Background: an optimization exercise with open tools, aiming at small area, a short achievable clock period and few clock cycles per item. Do not read the settings as production practice.
Function was checked by simulation only, so behaviour that the tests miss may differ from the original.

`design/flow/config.mk`:
```
export PLATFORM = sky130hd
export DESIGN_NAME = lbm_dsp
export DESIGN_NICKNAME = lbm_dsp
export VERILOG_FILES = /design/flow/design.v
export SDC_FILE = /design/flow/constraint.sdc
export NUM_CORES = 4
export LEC_CHECK = 0
export CAP_MARGIN = 20
export CORE_MARGIN = 2
export CORE_UTILIZATION = 40
export SLEW_MARGIN = 20
```
`design/flow/constraint.sdc`:
```
create_clock -name core_clock -period 70.0 [get_ports {clk}]
set_input_delay 14.0000 -clock core_clock [delete_from_list [all_inputs] [get_ports {clk}]]
set_output_delay 14.0000 -clock core_clock [all_outputs]
set_load 0.01 [all_outputs]
```
`design/flow/design.v`:
```
module lbm_trad_table (
    input  wire [7:0] idx,
    output reg  [3:0] val
);
    always @(*) begin
        case (idx)
            8'd0: val = 4'd12;
            8'd1: val = 4'd11;
            8'd2: val = 4'd11;
            8'd3: val = 4'd11;
            8'd4: val = 4'd11;
            8'd5: val = 4'd10;
            8'd6: val = 4'd10;
            8'd7: val = 4'd10;
            8'd8: val = 4'd10;
            8'd9: val = 4'd10;
            8'd10: val = 4'd9;
            8'd11: val = 4'd9;
            8'd12: val = 4'd9;
            8'd13: val = 4'd9;
            8'd14: val = 4'd9;
            8'd15: val = 4'd9;
            8'd16: val = 4'd9;
            8'd17: val = 4'd9;
            8'd18: val = 4'd8;
            8'd19: val = 4'd8;
            8'd20: val = 4'd8;
            8'd21: val = 4'd8;
            8'd22: val = 4'd8;
            8'd23: val = 4'd8;
            8'd24: val = 4'd8;
            8'd25: val = 4'd8;
            8'd26: val = 4'd7;
            8'd27: val = 4'd7;
            8'd28: val = 4'd7;
            8'd29: val = 4'd7;
            8'd30: val = 4'd7;
            8'd31: val = 4'd7;
            8'd32: val = 4'd7;
            8'd33: val = 4'd7;
            8'd34: val = 4'd7;
            8'd35: val = 4'd7;
            8'd36: val = 4'd7;
            8'd37: val = 4'd6;
            8'd38: val = 4'd6;
            8'd39: val = 4'd6;
            8'd40: val = 4'd6;
            8'd41: val = 4'd6;
            8'd42: val = 4'd6;
            8'd43: val = 4'd6;
            8'd44: val = 4'd6;
            8'd45: val = 4'd6;
            8'd46: val = 4'd6;
            8'd47: val = 4'd6;
            8'd48: val = 4'd5;
            8'd49: val = 4'd5;
            8'd50: val = 4'd5;
            8'd51: val = 4'd5;
            8'd52: val = 4'd5;
            8'd53: val = 4'd5;
            8'd54: val = 4'd5;
            8'd55: val = 4'd5;
            8'd56: val = 4'd5;
            8'd57: val = 4'd5;
            8'd58: val = 4'd5;
            8'd59: val = 4'd5;
            8'd60: val = 4'd5;
            8'd61: val = 4'd4;
            8'd62: val = 4'd4;
            8'd63: val = 4'd4;
            8'd64: val = 4'd4;
            8'd65: val = 4'd4;
            8'd66: val = 4'd4;
            8'd67: val = 4'd4;
            8'd68: val = 4'd4;
            8'd69: val = 4'd4;
            8'd70: val = 4'd4;
            8'd71: val = 4'd4;
            8'd72: val = 4'd4;
            8'd73: val = 4'd4;
            8'd74: val = 4'd4;
            8'd75: val = 4'd3;
            8'd76: val = 4'd3;
            8'd77: val = 4'd3;
            8'd78: val = 4'd3;
            8'd79: val = 4'd3;
            8'd80: val = 4'd3;
            8'd81: val = 4'd3;
            8'd82: val = 4'd3;
            8'd83: val = 4'd3;
            8'd84: val = 4'd3;
            8'd85: val = 4'd3;
            8'd86: val = 4'd3;
            8'd87: val = 4'd3;
            8'd88: val = 4'd3;
            8'd89: val = 4'd3;
            8'd90: val = 4'd3;
            8'd91: val = 4'd2;
            8'd92: val = 4'd2;
            8'd93: val = 4'd2;
            8'd94: val = 4'd2;
            8'd95: val = 4'd2;
            8'd96: val = 4'd2;
            8'd97: val = 4'd2;
            8'd98: val = 4'd2;
            8'd99: val = 4'd2;
            8'd100: val = 4'd2;
            8'd101: val = 4'd2;
            8'd102: val = 4'd2;
            8'd103: val = 4'd2;
            8'd104: val = 4'd2;
            8'd105: val = 4'd2;
            8'd106: val = 4'd2;
            8'd107: val = 4'd1;
            8'd108: val = 4'd1;
            8'd109: val = 4'd1;
            8'd110: val = 4'd1;
            8'd111: val = 4'd1;
            8'd112: val = 4'd1;
            8'd113: val = 4'd1;
            8'd114: val = 4'd1;
            8'd115: val = 4'd1;
            8'd116: val = 4'd1;
            8'd117: val = 4'd1;
            8'd118: val = 4'd1;
            8'd119: val = 4'd1;
            8'd120: val = 4'd1;
            8'd121: val = 4'd1;
            8'd122: val = 4'd1;
            8'd123: val = 4'd1;
            8'd124: val = 4'd0;
            8'd125: val = 4'd0;
            8'd126: val = 4'd0;
            8'd127: val = 4'd0;
            8'd128: val = 4'd0;
            8'd129: val = 4'd0;
            8'd130: val = 4'd0;
            8'd131: val = 4'd0;
            8'd132: val = 4'd0;
            8'd133: val = 4'd0;
            default: val = 4'd0;
        endcase
    end
endmodule
module lbm_log_table (
    input  wire [6:0] idx,
    output reg  [7:0] val
);
    always @(*) begin
        case (idx)
            7'd0: val = 8'd3;
            7'd1: val = 8'd3;
            7'd2: val = 8'd3;
            7'd3: val = 8'd3;
            7'd4: val = 8'd3;
            7'd5: val = 8'd3;
            7'd6: val = 8'd3;
            7'd7: val = 8'd3;
            7'd8: val = 8'd3;
            7'd9: val = 8'd4;
            7'd10: val = 8'd4;
            7'd11: val = 8'd4;
            7'd12: val = 8'd4;
            7'd13: val = 8'd4;
            7'd14: val = 8'd4;
            7'd15: val = 8'd4;
            7'd16: val = 8'd5;
            7'd17: val = 8'd5;
            7'd18: val = 8'd5;
            7'd19: val = 8'd5;
            7'd20: val = 8'd5;
            7'd21: val = 8'd5;
            7'd22: val = 8'd6;
            7'd23: val = 8'd6;
            7'd24: val = 8'd6;
            7'd25: val = 8'd6;
            7'd26: val = 8'd7;
            7'd27: val = 8'd7;
            7'd28: val = 8'd7;
            7'd29: val = 8'd7;
            7'd30: val = 8'd8;
            7'd31: val = 8'd8;
            7'd32: val = 8'd8;
            7'd33: val = 8'd8;
            7'd34: val = 8'd9;
            7'd35: val = 8'd9;
            7'd36: val = 8'd9;
            7'd37: val = 8'd10;
            7'd38: val = 8'd10;
            7'd39: val = 8'd10;
            7'd40: val = 8'd11;
            7'd41: val = 8'd11;
            7'd42: val = 8'd12;
            7'd43: val = 8'd12;
            7'd44: val = 8'd13;
            7'd45: val = 8'd13;
            7'd46: val = 8'd14;
            7'd47: val = 8'd14;
            7'd48: val = 8'd15;
            7'd49: val = 8'd15;
            7'd50: val = 8'd16;
            7'd51: val = 8'd16;
            7'd52: val = 8'd17;
            7'd53: val = 8'd17;
            7'd54: val = 8'd18;
            7'd55: val = 8'd19;
            7'd56: val = 8'd19;
            7'd57: val = 8'd20;
            7'd58: val = 8'd21;
            7'd59: val = 8'd22;
            7'd60: val = 8'd22;
            7'd61: val = 8'd23;
            7'd62: val = 8'd24;
            7'd63: val = 8'd25;
            7'd64: val = 8'd26;
            7'd65: val = 8'd27;
            7'd66: val = 8'd28;
            7'd67: val = 8'd29;
            7'd68: val = 8'd30;
            7'd69: val = 8'd31;
            7'd70: val = 8'd32;
            7'd71: val = 8'd33;
            7'd72: val = 8'd35;
            7'd73: val = 8'd36;
            7'd74: val = 8'd37;
            7'd75: val = 8'd39;
            7'd76: val = 8'd40;
            7'd77: val = 8'd42;
            7'd78: val = 8'd43;
            7'd79: val = 8'd45;
            7'd80: val = 8'd46;
            7'd81: val = 8'd48;
            7'd82: val = 8'd50;
            7'd83: val = 8'd52;
            7'd84: val = 8'd54;
            7'd85: val = 8'd56;
            7'd86: val = 8'd58;
            7'd87: val = 8'd60;
            7'd88: val = 8'd62;
            7'd89: val = 8'd64;
            7'd90: val = 8'd67;
            7'd91: val = 8'd69;
            7'd92: val = 8'd72;
            7'd93: val = 8'd74;
            7'd94: val = 8'd77;
            7'd95: val = 8'd80;
            7'd96: val = 8'd83;
            7'd97: val = 8'd86;
            7'd98: val = 8'd89;
            7'd99: val = 8'd92;
            7'd100: val = 8'd96;
            7'd101: val = 8'd99;
            7'd102: val = 8'd103;
            7'd103: val = 8'd107;
            7'd104: val = 8'd111;
            7'd105: val = 8'd115;
            7'd106: val = 8'd119;
            7'd107: val = 8'd123;
            7'd108: val = 8'd128;
            7'd109: val = 8'd133;
            7'd110: val = 8'd138;
            7'd111: val = 8'd143;
            7'd112: val = 8'd148;
            7'd113: val = 8'd153;
            7'd114: val = 8'd159;
            7'd115: val = 8'd165;
            7'd116: val = 8'd171;
            7'd117: val = 8'd177;
            7'd118: val = 8'd184;
            7'd119: val = 8'd191;
            7'd120: val = 8'd198;
            7'd121: val = 8'd205;
            7'd122: val = 8'd213;
            7'd123: val = 8'd221;
            7'd124: val = 8'd229;
            7'd125: val = 8'd237;
            7'd126: val = 8'd246;
            7'd127: val = 8'd255;
        endcase
    end
endmodule
module lbm_curve (
    input  wire [7:0] raw,
    input  wire       mode,
    output reg  [6:0] target
);
    wire [15:0] num = raw * 8'd255;            
    wire [7:0]  den = 8'd255 - raw;            
    wire [15:0] quo = num / den;
    wire [7:0]  lpv = (quo > 16'd255) ? 8'd255 : quo[7:0];
    wire [11:0] lo_prod = (lpv - 8'd6) * 4'd14;         
    wire [11:0] hi_prod = (lpv - 8'd192) * 6'd34;       
    wire [6:0]  lo_t    = lo_prod / 8'd192;
    wire [6:0]  hi_t    = 7'd14 + hi_prod / 8'd44;
    reg  [6:0]  dwm;
    always @(*) begin
        if (lpv < 8'd6)
            dwm = 7'd0;
        else if (lpv > 8'd236)
            dwm = 7'd64;
        else if (lpv <= 8'd192)
            dwm = lo_t;
        else
            dwm = hi_t;
    end
    wire [7:0] r_idx = 8'd133 - ((raw < 8'd133) ? raw : 8'd133);
    wire [3:0] trad;
    lbm_trad_table u_trad (.idx(r_idx), .val(trad));
    always @(*) begin
        if (raw > 8'd224)
            target = 7'd0;
        else if (mode == 1'b0)
            target = dwm;
        else
            target = {3'd0, trad};
    end
endmodule
module lbm_peak (
    input  wire [159:0] audio,      
    output reg  [7:0]   peak        
);
    integer  j;
    reg [7:0] s;
    reg [7:0] d;
    always @(*) begin
        peak = 8'd0;
        for (j = 0; j < 20; j = j + 1) begin
            s = audio[8*j +: 8];
            d = (s >= 8'd128) ? (s - 8'd128) : (8'd128 - s);
            if (d > peak)
                peak = d;
        end
    end
endmodule
module lbm_vu_color (
    input  wire [15:0] v,
    output reg  [7:0]  r,
    output reg  [7:0]  g,
    output reg  [7:0]  b
);
    wire [16:0] rounded = {1'b0, v} + 17'd128;
    wire [8:0]  idx_full = rounded[16:8];
    wire [6:0]  idx = (idx_full > 9'd127) ? 7'd127 : idx_full[6:0];
    wire [7:0] bright;
    lbm_log_table u_log (.idx(idx), .val(bright));
    wire [7:0]  yel_off = bright - 8'd192;    
    wire [7:0]  red_off = bright - 8'd224;    
    wire [13:0] g1_prod = bright * 6'd33;
    wire [12:0] r2_prod = yel_off * 6'd50;
    wire [10:0] g2_prod = yel_off * 3'd7;
    wire [12:0] r3_prod = red_off * 8'd155;
    always @(*) begin
        b = 8'd0;
        if (bright <= 8'd191) begin
            r = 8'd0;
            g = g1_prod / 8'd191;
        end else if (bright <= 8'd223) begin
            r = r2_prod / 5'd31;
            g = 8'd33 + g2_prod / 5'd31;
        end else begin
            r = 8'd100 + r3_prod / 5'd31;
            g = 8'd0;
        end
    end
endmodule
module lbm_dsp (
    input  wire         clk,
    input  wire         rst,
    input  wire         in_valid,
    output wire         in_ready,
    input  wire [1:0]   in_op,        
    input  wire         in_mode,      
    input  wire [7:0]   in_raw,       
    input  wire [159:0] in_audio,     
    output reg          out_valid,
    output reg  [6:0]   out_target,
    output reg  [15:0]  out_vu,
    output reg  [7:0]   out_r,
    output reg  [7:0]   out_g,
    output reg  [7:0]   out_b
);
    localparam OP_TARGET = 2'd0;
    localparam OP_VUSAMP = 2'd1;
    localparam OP_VUMAX  = 2'd2;
    localparam OP_VUSHOW = 2'd3;
    assign in_ready = 1'b1;
    wire accept = in_valid & in_ready;
    reg [15:0] vu_state;
    reg [7:0]  vu_win [0:3];
    reg [1:0]  vu_wp;
    wire [6:0] target;
    lbm_curve u_curve (.raw(in_raw), .mode(in_mode), .target(target));
    wire [7:0] peak;
    lbm_peak u_peak (.audio(in_audio), .peak(peak));
    reg [7:0] w0, w1, w2, w3;
    always @(*) begin
        w0 = (vu_wp == 2'd0) ? peak : vu_win[0];
        w1 = (vu_wp == 2'd1) ? peak : vu_win[1];
        w2 = (vu_wp == 2'd2) ? peak : vu_win[2];
        w3 = (vu_wp == 2'd3) ? peak : vu_win[3];
    end
    wire [7:0] m01 = (w0 > w1) ? w0 : w1;
    wire [7:0] m23 = (w2 > w3) ? w2 : w3;
    wire [7:0] sig = (m01 > m23) ? m01 : m23;
    wire [15:0] attack = {sig, 8'd0};
    wire [19:0] decay  = (vu_state * 5'd15) >> 4;
    reg  [15:0] smoothed;
    always @(*) begin
        if (attack >= vu_state)
            smoothed = attack;
        else if (decay < 20'd256)
            smoothed = 16'd0;
        else
            smoothed = decay[15:0];
    end
    reg [15:0] next_vu;
    always @(*) begin
        case (in_op)
            OP_VUSAMP: next_vu = smoothed;
            OP_VUMAX:  next_vu = 16'hFFFF;
            default:   next_vu = vu_state;
        endcase
    end
    wire [7:0] col_r, col_g, col_b;
    lbm_vu_color u_color (.v(next_vu), .r(col_r), .g(col_g), .b(col_b));
    integer i;
    always @(posedge clk) begin
        if (rst) begin
            vu_state  <= 16'd0;
            vu_wp     <= 2'd0;
            for (i = 0; i < 4; i = i + 1)
                vu_win[i] <= 8'd0;
            out_valid <= 1'b0;
        end else begin
            out_valid <= accept;
            if (accept) begin
                vu_state   <= next_vu;
                if (in_op == OP_VUSAMP) begin
                    vu_win[vu_wp] <= peak;
                    vu_wp         <= vu_wp + 2'd1;
                end
                out_target <= (in_op == OP_TARGET) ? target : 7'd0;
                out_vu     <= next_vu;
                out_r      <= col_r;
                out_g      <= col_g;
                out_b      <= col_b;
            end
        end
    end
endmodule
```
`design/flow/run.sh`:
```
#!/bin/bash
# synth_recipe.tcl (not shown) runs the flow's synth.tcl, then flattens the netlist and writes it again
# the make line also repeats each setting of config.mk as NAME=value (left out here)
make -C /OpenROAD-flow-scripts/flow DESIGN_CONFIG=/design/flow/config.mk WORK_HOME=/design/flow/orfs CLKGATE_MAP_FILE= SYNTH_SCRIPT=/design/flow/synth_recipe.tcl finish
```
==> results.txt <==
## state kept, by name, summed over array words and instances (netlist names)
name        flops
vu_state       16
vu_wp           2
vu_win         32
out_g           8
out_valid       1
out_r           8
out_vu         16
out_target      7
## metrics by stage
| step | worst slack [ns] | setup TNS [ns] |
|---|---|---|
| 2_1_floorplan | 0.687 | 0 |
| 3_3_place_gp | -0.707 | -2.64 |
| 3_5_place_dp | -2.12 | -13.68 |
| 4_1_cts | 0.0350 | 0 |
| 5_1_grt | -0.475 | -1.36 |
| 6_report | 2.92 | 0 |
## area by class of cell
class,instances,area [um^2],area share (%)
Sequential cell,90,2510,5.88
Inverter,369,1400,3.28
Tap cell,1176,1470,3.44
Timing Repair Buffer,458,4000,9.36
Clock buffer,9,225,0.527
Timing Repair inverter,1,5.00,0.0117
Clock inverter,7,76.3,0.179
Multi-Input combinational cell,4326,33000,77.3
Antenna cell,1,2.50,0.00586
## logic make-up (layout without fill, tap and decap cells)
family                   Yosys count  after routing  share of synthesized area (%)
AO/OA/AOI/OAI                   1483           1488                           28.7
XOR/XNOR                         347            347                           8.44
adder cells (fa/ha/maj)          577            577                           21.6
buffers and inverters            531            844                           5.81
flip-flops                        90             90                           6.92
multiplexers                     167            167                           4.82
other                              2             11                         0.0207
AND/OR/NAND/NOR                 1735           1737                           23.7
## cell usage after synthesis, types with 30 or more instances
cell type and count:
nand2b_1 72, o31ai_1 77, xor2_1 118, nor2_1 483, edfxtp_1 71, o22ai_1 30
and2_1 70, o21ai_1 41, xnor2_1 227, buf_2 30, a31oi_1 85, o21bai_1 36
nand2_1 397, o21a_1 100, a211oi_1 38, inv_1 359, o211ai_1 51, a21oi_1 335
nand4_1 52, nor2b_1 65, mux2_2 56, nor3_1 207, clkbuf_1 100, nand3_1 106
fa_1 87, nor4_1 55, ha_1 484, mux2i_1 108, a21o_1 101, or2_2 34
o21ai_0 217, and3_1 50
## worst max-delay path by stage
stage | from | cells after the start | slack (ns) | endpoint
global route | in_audio[8] | 277 | -0.47 | out_r[1]$_SDFFCE_PN0P_
detailed placement | in_audio[0] | 271 | -2.12 | out_r[1]$_SDFFCE_PN0P_
floorplan | in_audio[2] | 291 | 0.69 | out_r[1]$_SDFFCE_PN0P_
global placement | in_audio[10] | 273 | -0.71 | out_r[1]$_SDFFCE_PN0P_
CTS | in_audio[0] | 282 | 0.04 | out_r[1]$_SDFFCE_PN0P_
finish | in_audio[10] | 277 | 2.92 | out_r[1]$_SDFFCE_PN0P_
## timing repair
item / 4_1_cts / 5_1_grt
gates resized for setup: 20 / 284
setup endpoints to repair: 13 / 15
pin swaps: 7 / 54
buffers inserted: 10 / 88
cloned: 1 / 8
## per-layer routing
layer  part of all wire, %  global-route usage, %
met1                    46                   31.2
met2                    47                   40.2
met3                   4.6                   2.39
met4                   1.6                   4.49
met5                 0.014                      0
## tightest hold or removal path, cell delays in order, from the launching register on
cell and delay (ns):
dfxtp_1 0.37, nand2_1 0.07, a21oi_1 0.06
==> results.sh <==
export IMPL_status="finished clean"
export IMPL_yosysSeqAreaShare_pct=6.92
export IMPL_layout_common_cells="474 x ha_1, 472 x nor2_1, 388 x nand2_1, 353 x inv_1, 308 x a21oi_1"
export IMPL_synthTopCellsByArea="ha_1 17%, edfxtp_1 5.9%, xnor2_1 5.5%"
export IMPL_timing_slew_headroom_pct=30.1
export IMPL_cts_sinks=90
export IMPL_hold_end="vu_wp[1]$_SDFFE_PP0P_"
export IMPL_fin_util_pct=47.5
export IMPL_die_y_um=305
export IMPL_first_global_vias=35505
export IMPL_clock_latency_ns=0.40
export IMPL_drt_wl_total_um=114000
export IMPL_vias=37683
export IMPL_cts_max_path_buffers=2
export IMPL_fin_skew_ns=0.0285
export IMPL_worstReg2RegEnd="out_r[1]$_SDFFCE_PN0P_"
export IMPL_slew_viol_final=0
export IMPL_rows=110
export IMPL_cpPeakStageDelay_ns=0.58
export IMPL_wl_per_cell_um=17.8
export IMPL_hp_class="reg -> reg"
export IMPL_crit_slowest_cell="or4_4"
export IMPL_area_delta_synth_final_pct=17.7
export IMPL_drt_iter0_drc=2702
export IMPL_core_area_mm2=0.0900
export IMPL_ys_async_sr_fraction_pct=0
export IMPL_clk_pin_slew_ns=0.09
export IMPL_setup_viol=0
export IMPL_min_path_cells=2
export IMPL_cts_hold_buf=0
export IMPL_cts_root_buffer_cell="clkbuf_16"
export IMPL_critical_path_top_delay_family="compound AO/OA/AOI/OAI gates"
export IMPL_synth_top_flop_cell="edfxtp_1"
export IMPL_path_buf_inv=20
export IMPL_synth_cell_types=146
export IMPL_hold_violations=0
export IMPL_r2r_start="vu_wp[0]$_SDFFE_PP0P_"
export IMPL_synth_top_area_cell="ha_1"
export IMPL_holdWs_ns=0.546
export IMPL_via_per_inst=5.85
export IMPL_place_inst=6313
export IMPL_worstHoldStart="vu_wp[1]$_SDFFE_PP0P_"
export IMPL_finalCriticalPeriod_ns=67.08
export IMPL_grt_pass1_wl_um=182000
export IMPL_path_class="in -> reg"
export IMPL_synth_area_mm2=0.0363
export IMPL_layout_drive_gt1_share_pct=13.1
export IMPL_synth_top_cell_area_share_pct=16.7
export IMPL_numCtsBuffers=9
export IMPL_mostFrequentLayoutCell="ha_1"
export IMPL_cap_violations=0
export IMPL_first_pass_iters=6
export IMPL_regToRegSetupSlack_ns=51.33
export IMPL_dieArea_mm2=0.0932
export IMPL_cpMostUsedCell="ha_1"
export IMPL_cts_tree="done"
export IMPL_drc_errors=0
export IMPL_end_kind="flop"
export IMPL_place_hpwl_um=91200
export IMPL_start_util_pct=40.3
export IMPL_critPathMaxFanout=13
export IMPL_grt_max_degree=27
export IMPL_nFillCells=8995
export IMPL_antenna_found_initial=3
export IMPL_yosysWarnings=6
export IMPL_ios=223
export IMPL_layoutNonFillerInstCount=6437
export IMPL_io_buffers=213
export IMPL_fin_nets=6000
export IMPL_drtAntennaViolNets=0
export IMPL_ys_seq_elements=90
export IMPL_postSynthCellCount=4932
export IMPL_cp_start_kind="primary input"
export IMPL_clock_fmax_mhz=14.9
export IMPL_fin_area_mm2=0.0427
export IMPL_avgSynthCellArea_um2=7.36
export IMPL_grt_overflow_total=0
export IMPL_synth_edff_count=71
export IMPL_timing_final_crit_share_pct=95.8
export IMPL_die_w_um=305
export IMPL_htree_levels=3
export IMPL_gp_congestion=0.949
export IMPL_post_dp_cell_area_mm2=0.0404
export IMPL_cp_required_ns=70.16
export IMPL_worstRegToRegCells=88
export IMPL_grt_usage_pct=23.2
export IMPL_tightestPinTransition_ns=1.04
export IMPL_cp_data_arrival_time_ns=67.24
Testbench counts, summed over its fixed seeds: cycles 16,008, items 16,000.

==> static timing again, ports no longer ideal <==
The flow's constraints put no driver on any port. The routed layout listed below was extracted and timed again, unchanged, in two steps.
Step 1, drivers: a clkbuf_16 drives clk and a buf_2 each remaining input, both assumed.
Step 2 adds t to the input delays and takes it off the output delays; t is the mean of the earliest and latest rising clock arrival at the registers after step 1. Input paths then give back, and output paths get back, about the clock's delay inside the block.
Slacks: ideal ports / drivers / drivers and shift; pairs: ideal ports / drivers.
t, ns: 0.444
slack for setup (ns): 2.925 / 2.932 / 2.489
worst register clock-pin slew, ns: 0.09 / 0.09
worst data-port slew with drivers (ns): 0.09
pins driven straight from the clock port: 1
After both steps this run still meets setup and hold. For this run, drivers alone change the setup slack by +0.007 ns; drivers and shift together by -0.436 ns.
